Source: an optimization exercise on an open RTL-to-GDS flow (aim: small area, a short achievable clock period and few clock cycles). Production flows keep margins and buffers that such runs may drop. Where RTL was checked, it was by simulation tests only, not by an equivalence proof against the original. No activity file was given, so power comes from the tool's default toggle rates.

run a:
Design bl_engine, start of the top module:
module bl_engine (
  input  wire        clk,
  input  wire        rst,
  input  wire        rx_valid,
  input  wire [7:0]  rx_data,
  input  wire        rx_err,
  output wire        rx_ready,
  output wire        tx_valid,
  output wire [7:0]  tx_data,
  input  wire        tx_ready,
  output wire        op_valid,
  output wire [3:0]  op_cmd,
  output wire [31:0] op_addr,
  output wire [15:0] op_wdata,
  input  wire        op_ready,
  input  wire        op_ok,
  input  wire [31:0] op_rdata,
  input  wire        rdp_level,
  output wire        exited
);
For scale: ~3,500 cells after synthesis, roughly 1,800 flip-flops, roughly 110 I/O pins, roughly 49,000 um2 of cells after synthesis.
export LEC_CHECK = 0
export CAP_MARGIN = 20
export CORE_MARGIN = 2
export CORE_UTILIZATION = 40
export PLACE_DENSITY = 0.6
export SLEW_MARGIN = 20
create_clock -name core_clock -period 10.0 [get_ports {clk}]
standard.sh (not shown) runs the stock make flow with config.mk's settings and CLKGATE_MAP_FILE= SYNTH_SCRIPT=/design/flow/synth_recipe.tcl, a recipe that flattens the netlist after the stock synthesis.
==> flow/flow/run.sh <==
#!/bin/bash
# The standard layout, with buf_2 port buffers and timing repair aimed
# at a tighter setup target; each ORFS step logs under orfs/logs/.
cd "$(dirname "$0")/.."
bash standard.sh BUFFER_PORTS_ARGS="-buffer_cell sky130_fd_sc_hd__buf_2" SETUP_SLACK_MARGIN=6.8 finish > standard.log 2>&1
For run b, these inputs were changed with respect to run a:
-- flow/config.mk --
<<< run a, line 8
export CAP_MARGIN = 20
export CORE_MARGIN = 2
export CORE_UTILIZATION = 40
export PLACE_DENSITY = 0.6
export SLEW_MARGIN = 20
>>> run b, line 8
export CAP_MARGIN = 20
export CORE_MARGIN = 2
export CORE_UTILIZATION = 60
export CTS_BUF_LIST = sky130_fd_sc_hd__clkbuf_8
export PLACE_DENSITY = 0.75
export SLEW_MARGIN = 20
[summary]
Count of H-tree levels built during CTS sits higher in run b than in run a.
The total iterations of the first detailed-routing run in run b sits 1 above the value recorded for run a.
Final standard cell count with taps included and fillers excluded delta for run b relative to run a: about 7% lower
Compared with run a, run b degrades fmax.
Run a consumes more power than run b.
Run b falls short of run a in final worst setup slack.
Compared with run a, in run b HPWL after detailed placement decreased by 4.0% relative to the old numbers; static leakage increased by about 1.3% relative to the old numbers; sequential share of power increased by 1.5 points relative to the old numbers.
As of run b, clock-net power had fallen by a little under 10% compared to run a.
Re remaining antenna violation count: no difference whatsoever between run a and run b.
Function was not checked in any run of this note: the RTL went through the layout flow alone.

* * *

beta:
bl_engine, a different RTL version from the one above (not shown whole).
Size in the first run: about 110 I/O pins, about 47,000 um2 of cells after synthesis.
Settings: LEC_CHECK=0, CAP_MARGIN=20, CORE_MARGIN=2, CORE_UTILIZATION=40, PLACE_DENSITY=0.6, SLEW_MARGIN=20; clock period 10.0 ns.
==> flow/flow/run.sh <==
#!/bin/bash
# The standard layout, with buf_2 port buffers, timing repair aimed at a
# tighter setup target and CTS without dummy loads and with larger sink
# clusters; each ORFS step logs under
# orfs/logs/, the make output goes to standard.log.
cd "$(dirname "$0")/.."
bash standard.sh BUFFER_PORTS_ARGS="-buffer_cell sky130_fd_sc_hd__buf_2" SETUP_SLACK_MARGIN=6.8 \
  CTS_ARGS="-sink_clustering_enable -repair_clock_nets -dont_use_dummy_load -sink_clustering_size 24 -sink_clustering_max_diameter 80" finish > standard.log 2>&1
Testbench counts of beta, summed over its fixed seeds: cycles 52,366.
## Diff of input files: gamma against beta
==> flow/flow/run.sh <==
#!/bin/bash
# The standard layout, with buf_2 port buffers, timing repair aimed at a
# tighter setup target and CTS without dummy loads; each ORFS step logs under
# orfs/logs/, the make output goes to standard.log.
cd "$(dirname "$0")/.."
bash standard.sh BUFFER_PORTS_ARGS="-buffer_cell sky130_fd_sc_hd__buf_2" SETUP_SLACK_MARGIN=7.0 \
  CTS_ARGS="-sink_clustering_enable -repair_clock_nets -dont_use_dummy_load -sink_clustering_size 24 -sink_clustering_max_diameter 80" finish > standard.log 2>&1
### Flow results
- From beta to gamma the numbers moved as follows: total clock buffers created by CTS shows a reduction of about 1.2%; total of clock buffers placed in the layout dropped 1; post-detailed-routing wire length moved down; maximum clock rate picked up an extra about 1.8%.
- In gamma, the worst slack at placement came out 0.031 ns above the value in beta.
- In terms of register share of total power, beta and gamma differ only marginally.
- Looking at final critical delay including setup and external delays, gamma sits below beta.
- Delta(net switching fraction of the power, gamma - beta) > 0
- Changes observed in gamma relative to beta: filler-free cell count of the finished design did not really move; share of cells above drive strength 1 went up.
- The lower initial antenna violation count of beta and gamma is in gamma.

* * *

== the previous run ==
Another version of the RTL of bl_engine (not shown whole).
Size: ~3400 cells after synthesis, about 110 I/O pins.
export LEC_CHECK = 0
export CAP_MARGIN = 20
export CORE_MARGIN = 2
export CORE_UTILIZATION = 40
export PLACE_DENSITY = 0.6
export SLEW_MARGIN = 20
create_clock -name core_clock -period 10.0 [get_ports {clk}]
==> flow/flow/run.sh <==
#!/bin/bash
# The standard layout, with buf_2 port buffers, timing repair aimed at a
# tighter setup target and CTS without dummy loads and with larger sink
# clusters; each ORFS step logs under
# orfs/logs/, the make output goes to standard.log.
cd "$(dirname "$0")/.."
bash standard.sh BUFFER_PORTS_ARGS="-buffer_cell sky130_fd_sc_hd__buf_2" SETUP_SLACK_MARGIN=7.1 \
  CTS_ARGS="-sink_clustering_enable -repair_clock_nets -dont_use_dummy_load -sink_clustering_size 24 -sink_clustering_max_diameter 80" finish > standard.log 2>&1
Testbench counts of the previous run, summed over its fixed seeds: cycles 51,884.
Changes in the current run relative to the previous run:
diff --git a/flow/flow/run.sh b/flow/flow/run.sh
--- a/flow/flow/run.sh
+++ b/flow/flow/run.sh
@@ -6,3 +6,3 @@
 cd "$(dirname "$0")/.."
-bash standard.sh BUFFER_PORTS_ARGS="-buffer_cell sky130_fd_sc_hd__buf_2" SETUP_SLACK_MARGIN=7.1 \
+bash standard.sh BUFFER_PORTS_ARGS="-buffer_cell sky130_fd_sc_hd__buf_2" SETUP_SLACK_MARGIN=7.0 \
   CTS_ARGS="-sink_clustering_enable -repair_clock_nets -dont_use_dummy_load -sink_clustering_size 24 -sink_clustering_max_diameter 80" finish > standard.log 2>&1
## What came out
- Sequential share of layout area delta for the current run relative to the previous run: 0.57 points higher
- Count of cell instances traversed by the critical path: the current run vs the previous run up 1
- Non-clock buffer count in the current run vs the previous run: down 19
- The core of the current run is less densely filled than that of the previous run.
- As far as count of state elements after synthesis is concerned, the current run and the previous run perform about the same.
- The current run ended up with a higher power density over the cells than the previous run did.
- Peak per-stage delay on the critical path is lower on the current run
- Between the previous run and the current run, the flow reports maximum frequency decreasing slightly.

==> afterwards: timing with drivers on the ports <==
In the flow no input, the clock included, has a driving cell. The finished layouts below were timed again as built, in two steps. Step 1, drivers: a clkbuf_16 drives clk and a buf_2 each remaining input, both assumed. Step 2 adds t to the input delays and takes it off the output delays; t is the mean of the earliest and latest rising clock arrival at the registers after step 1. Input paths then give back, and output paths get back, about the clock's delay inside the block. Slacks: no drivers / after step 1 / after step 2; pairs: no drivers / after step 1.
run | shift t [ns] | slack for setup (ns) | clock arrival spread, ns
run a | 0.809 | 6.763 / 6.692 / 6.209 | 0.059 / 0.059
run b | 0.926 | 6.593 / 6.531 / 5.939 | 0.133 / 0.133
beta | 0.713 | 6.787 / 6.713 / 6.161 | 0.110 / 0.111
gamma | 0.709 | 6.845 / 6.774 / 6.352 | 0.089 / 0.089
the previous run | 0.696 | 6.871 / 6.802 / 6.279 | 0.081 / 0.081
the current run | 0.712 | 6.835 / 6.771 / 6.202 | 0.106 / 0.106
After both steps setup and hold are still met in every run listed. For run b, which loses most, drivers alone change the setup slack by -0.062 ns; drivers and shift together by -0.654 ns.
